Source: an optimization exercise on an open RTL-to-GDS flow (aim: small area). Production flows keep margins and buffers that such runs may drop.
The RTL was checked by simulation tests, not by an equivalence proof against the original design.
No driver is modelled on the clock port, so clocking that relies on it looks cheaper here than on a real chip.
Power figures rest on the tool's default switching activity, not on a simulated workload.

==> flow/design.v <==
module mhz14a_decoder (
    input  wire        clk,
    input  wire [13:0] in_word,
    output wire [1:0]  st,
    output wire [3:0]  cnt,
    output wire [7:0]  buf0,
    output wire [7:0]  buf1,
    output wire [7:0]  buf2,
    output wire [7:0]  buf3,
    output wire [7:0]  buf4,
    output wire [7:0]  buf5,
    output wire [7:0]  buf6,
    output wire [7:0]  buf7,
    output wire [7:0]  buf8,
    output wire        pol,
    output wire [1:0]  err,
    output wire [7:0]  csa,
    output wire        ok,
    output wire        warn,
    output wire [15:0] conc,
    output wire        done,
    output wire        failed,
    output wire [7:0]  frame_csum,
    output wire        frame_ok,
    output wire [15:0] frame_conc,
    output wire        log_warn,
    output wire        log_err,
    output wire [7:0]  log_val
);
    wire [7:0] w_d = in_word[7:0];
    wire       w_v = in_word[8];
    wire       w_e = in_word[9];
    wire       w_s = in_word[10];
    wire       w_b = in_word[11];
    wire       w_i = in_word[12];
    wire       w_r = in_word[13];
    wire clr     = w_r | w_b;
    wire op_xerr = !clr && w_e;
    wire op_sent = !clr && !w_e && w_s;
    wire op_byte = !clr && !w_e && !w_s && w_v;
    reg [1:0] st_q;
    reg [3:0] cnt_q;
    reg [7:0] b0, b1, b2, b3, b4, b5, b6, b7, b8;
    reg       pol_q;
    reg [7:0] nsum_q;
    reg       ok_q;
    wire idle  = !st_q[1] && !st_q[0];
    wire await = !st_q[1] &&  st_q[0];
    wire cnt9  = cnt_q[3] && cnt_q[0];
    wire accept = op_byte && await;
    wire [7:0] we;
    assign we[0] = accept && !cnt_q[3] && cnt_q[2:0] == 3'd0;
    assign we[1] = accept && !cnt_q[3] && cnt_q[2:0] == 3'd1;
    assign we[2] = accept && !cnt_q[3] && cnt_q[2:0] == 3'd2;
    assign we[3] = accept && !cnt_q[3] && cnt_q[2:0] == 3'd3;
    assign we[4] = accept && !cnt_q[3] && cnt_q[2:0] == 3'd4;
    assign we[5] = accept && !cnt_q[3] && cnt_q[2:0] == 3'd5;
    assign we[6] = accept && !cnt_q[3] && cnt_q[2:0] == 3'd6;
    assign we[7] = accept && !cnt_q[3] && cnt_q[2:0] == 3'd7;
    wire complete = accept && cnt_q[3];
    wire [7:0] checksum = nsum_q;
    wire cmp_ok = (w_d == checksum);
    assign frame_csum = checksum;
    assign frame_ok   = cnt9 ? ok_q : (checksum == 8'd0);
    assign frame_conc = {b2, b3};
    assign log_warn = complete && !cmp_ok &&  pol_q;
    assign log_err  = complete && !cmp_ok && !pol_q;
    assign log_val  = {8{complete && !cmp_ok}} & checksum;
    wire sum_en = we[1] | we[2] | we[3] | we[4] | we[5] | we[6];
    wire [7:0] nsum_nx = nsum_q - ({8{sum_en}} & w_d);
    always @(posedge clk) begin
        b0 <= ({8{!clr}} & b0) | ({8{we[0]}} & w_d);
        b1 <= ({8{!clr}} & b1) | ({8{we[1]}} & w_d);
        b2 <= ({8{!clr}} & b2) | ({8{we[2]}} & w_d);
        b3 <= ({8{!clr}} & b3) | ({8{we[3]}} & w_d);
        b4 <= ({8{!clr}} & b4) | ({8{we[4]}} & w_d);
        b5 <= ({8{!clr}} & b5) | ({8{we[5]}} & w_d);
        b6 <= ({8{!clr}} & b6) | ({8{we[6]}} & w_d);
        b7 <= ({8{!clr}} & b7) | ({8{we[7]}} & w_d);
        b8 <= ({8{!clr}} & b8) | ({8{complete}} & w_d);
        nsum_q <= {8{!clr}} & nsum_nx;
        pol_q  <= clr ? (!w_r && w_i) : pol_q;
        ok_q   <= cnt9 ? ok_q : cmp_ok;
        if (clr)
            cnt_q <= 4'd0;
        else if (accept)
            cnt_q <= cnt_q + 4'd1;
        if (clr)
            st_q <= 2'b00;
        else if (op_xerr) begin
            if (!st_q[1])
                st_q <= 2'b11;
        end else if (op_sent) begin
            if (idle)
                st_q <= 2'b01;
        end else if (complete)
            st_q <= {1'b1, !(cmp_ok || pol_q)};
    end
    wire is_done   =  st_q[1] && !st_q[0];
    wire is_failed =  st_q[1] &&  st_q[0];
    assign st     = st_q;
    assign cnt    = cnt_q;
    assign buf0   = b0;
    assign buf1   = b1;
    assign buf2   = b2;
    assign buf3   = b3;
    assign buf4   = b4;
    assign buf5   = b5;
    assign buf6   = b6;
    assign buf7   = b7;
    assign buf8   = b8;
    assign pol    = pol_q;
    assign err    = {is_failed && cnt9, is_failed && !cnt9};
    assign csa    = {8{cnt9}} & checksum;
    assign ok     = cnt9 && ok_q;
    assign warn   = is_done && !ok_q;
    assign conc   = {16{is_done}} & {b2, b3};
    assign done   = is_done;
    assign failed = is_failed;
endmodule
==> flow/config.mk <==
export PLATFORM = sky130hd
export DESIGN_NAME = mhz14a_decoder
export DESIGN_NICKNAME = mhz14a_decoder
export VERILOG_FILES = /design/flow/design.v
export SDC_FILE = /design/flow/constraint.sdc
export NUM_CORES = 4
export LEC_CHECK = 0
export ABC_AREA = 1
export CAP_MARGIN = 20
export CORE_MARGIN = 2
export CORE_UTILIZATION = 60
export SLEW_MARGIN = 20
==> flow/constraint.sdc <==
create_clock -name core_clock -period 10.0 [get_ports {clk}]
set_input_delay 2.0000 -clock core_clock [delete_from_list [all_inputs] [get_ports {clk}]]
set_output_delay 2.0000 -clock core_clock [all_outputs]
set_load 0.01 [all_outputs]
standard.sh (not shown) runs the stock make flow with config.mk's settings and CLKGATE_MAP_FILE= SYNTH_SCRIPT=/design/flow/synth_recipe.tcl, a recipe that flattens the netlist after the stock synthesis.
==> flow/flow/run.sh <==
#!/bin/bash
# Standard ORFS layout with two changes:
#  - synthesis is synth_recipe.tcl unchanged except that Yosys's abc call uses
#    flow/abc_area.script (a stronger area-recovery script, no buffering/upsizing)
#    and full adders are not extracted before abc (ADDER_MAP_FILE empty), so abc
#    sees the whole combinational logic. Registers are untouched (abc runs
#    without -dff, after dfflibmap), so their names and cells are the standard ones.
#  - the port buffers are the smallest buffer cell (buf_1).
set -euo pipefail
here=$(pwd)
{
  cat <<'TCL'
proc abc {args} {
  set i [lsearch $args -script]
  if {$i >= 0} { lset args [expr {$i + 1}] $::env(FLOW_ABC_SCRIPT) }
  set j [lsearch $args -D]
  if {$j >= 0} { set args [lreplace $args $j [expr {$j + 1}]] }
  puts "flow abc: $args"
  yosys abc {*}$args
}
TCL
  cat synth_recipe.tcl
} > flow_synth.tcl
export FLOW_ABC_SCRIPT=$here/flow/abc_area.script
bash standard.sh SYNTH_SCRIPT=$here/flow_synth.tcl ADDER_MAP_FILE= \
  "BUFFER_PORTS_ARGS=-buffer_cell sky130_fd_sc_hd__buf_1" finish > flow_make.log 2>&1
==> flow/flow/abc_area.script <==
strash
ifraig
dc2
dch -f
map -a
mfs2
strash
dc2
dch -f
map -a
mfs2
strash
dch -f
map -a
topo
The baseline went through all stages and came out clean.
Change:
--- a/flow/flow/run.sh
+++ b/flow/flow/run.sh
@@ -8,0 +9 @@
+#  - the clock tree is one clkbuf_16 (flow/cts_hook.tcl).
@@ -26 +27,2 @@
-  "BUFFER_PORTS_ARGS=-buffer_cell sky130_fd_sc_hd__buf_1" finish > flow_make.log 2>&1
+  "BUFFER_PORTS_ARGS=-buffer_cell sky130_fd_sc_hd__buf_1" \
+  PRE_CTS_TCL=$here/flow/cts_hook.tcl finish > flow_make.log 2>&1
==> flow/flow/cts_hook.tcl (new file) <==
# PRE_CTS hook: the clock gets a single clock buffer (clkbuf_16) placed at the
# centroid of the registers, which drives every register's clock pin; this
# replaces TritonCTS's H-tree (8 leaf buffers plus a root and dummy loads) for
# this small design. cts.tcl then legalises it and continues as usual.
rename clock_tree_synthesis orfs_clock_tree_synthesis_unused
proc clock_tree_synthesis {args} {
  set block [ord::get_db_block]
  set net [$block findNet clk]
  set sx 0
  set sy 0
  set n 0
  foreach it [$net getITerms] {
    set bb [[$it getInst] getBBox]
    set sx [expr {$sx + [$bb xCenter]}]
    set sy [expr {$sy + [$bb yCenter]}]
    incr n
  }
  set dbu [$block getDbUnitsPerMicron]
  set x [expr {double($sx) / $n / $dbu}]
  set y [expr {double($sy) / $n / $dbu}]
  puts "single clock buffer for $n sinks at ($x, $y)"
  insert_buffer -buffer_cell sky130_fd_sc_hd__clkbuf_16 -net clk \
    -location [list $x $y] -buffer_name clkbuf_root -net_name clk_root
  [$block findNet clk_root] setSigType CLOCK
}
=> The new run aborted during clock tree synthesis. Synthesized cell count stays the same. Synthesized area does not change.
Change:
--- a/flow/flow/run.sh
+++ b/flow/flow/run.sh
@@ -9 +8,0 @@
-#  - the clock tree is one clkbuf_16 (flow/cts_hook.tcl).
@@ -28 +27 @@
-  PRE_CTS_TCL=$here/flow/cts_hook.tcl finish > flow_make.log 2>&1
+  "CTS_ARGS=-sink_clustering_enable -repair_clock_nets -dont_use_dummy_load -buf_list sky130_fd_sc_hd__clkbuf_16 -root_buf sky130_fd_sc_hd__clkbuf_16 -sink_clustering_size 100 -sink_clustering_max_diameter 500" finish > flow_make.log 2>&1
removed: flow/flow/cts_hook.tcl
Outcome: Now the flow went through all stages and came out clean. Synthesized area is unchanged. Synthesized cell count stays the same.
Change:
==> flow/flow/run.sh (replaced) <==
#!/bin/bash
# Standard ORFS layout, except that the port buffers are the smallest
# buffer cell (buf_1) rather than the one buffer_ports picks by default.
set -euo pipefail
bash standard.sh "BUFFER_PORTS_ARGS=-buffer_cell sky130_fd_sc_hd__buf_1" finish > flow_make.log 2>&1
Settings changed: CORE_UTILIZATION 60 to 40.
removed: flow/flow/abc_area.script
Effect: Setup slack gains 0.42 ns; clock power went down by 14%; die area went up by 62%; worst hold slack gains 0.014 ns; power went down by 5.9%; global-route usage went down by 7.8 points.

==> afterwards: timing with drivers on the ports <==
In the flow no input, the clock included, has a driving cell. The finished layouts below were timed again as built, in two steps.
Step 1 sets driving cells, clkbuf_16 on the clock port and buf_2 on the other inputs (assumed; they add their load-dependent delay and slew).
Step 2 times the ports against the registers' clock, not the clock port: input delays grow and output delays shrink by t, the midpoint of the rising clock arrivals with the driver on.
a / b / c = ideal / step 1 / step 2; a / b = the first two.
run	t (ns)	slack for setup (ns)	worst hold slack (ns)	worst register clock-pin slew, ns	worst data-port slew with drivers (ns)
the first run	0.376	3.611 / 3.584 / 3.584	0.457 / 0.457 / 0.457	0.10 / 0.10	0.04
the third run	0.353	3.607 / 3.581 / 3.581	0.452 / 0.452 / 0.452	0.07 / 0.07	0.04
the fourth run	0.382	4.031 / 4.011 / 4.011	0.466 / 0.466 / 0.466	0.10 / 0.10	0.04
After both steps setup and hold are still met in every run listed. For the first run, which loses most, drivers alone change the setup slack by -0.027 ns; drivers and shift together by -0.027 ns.
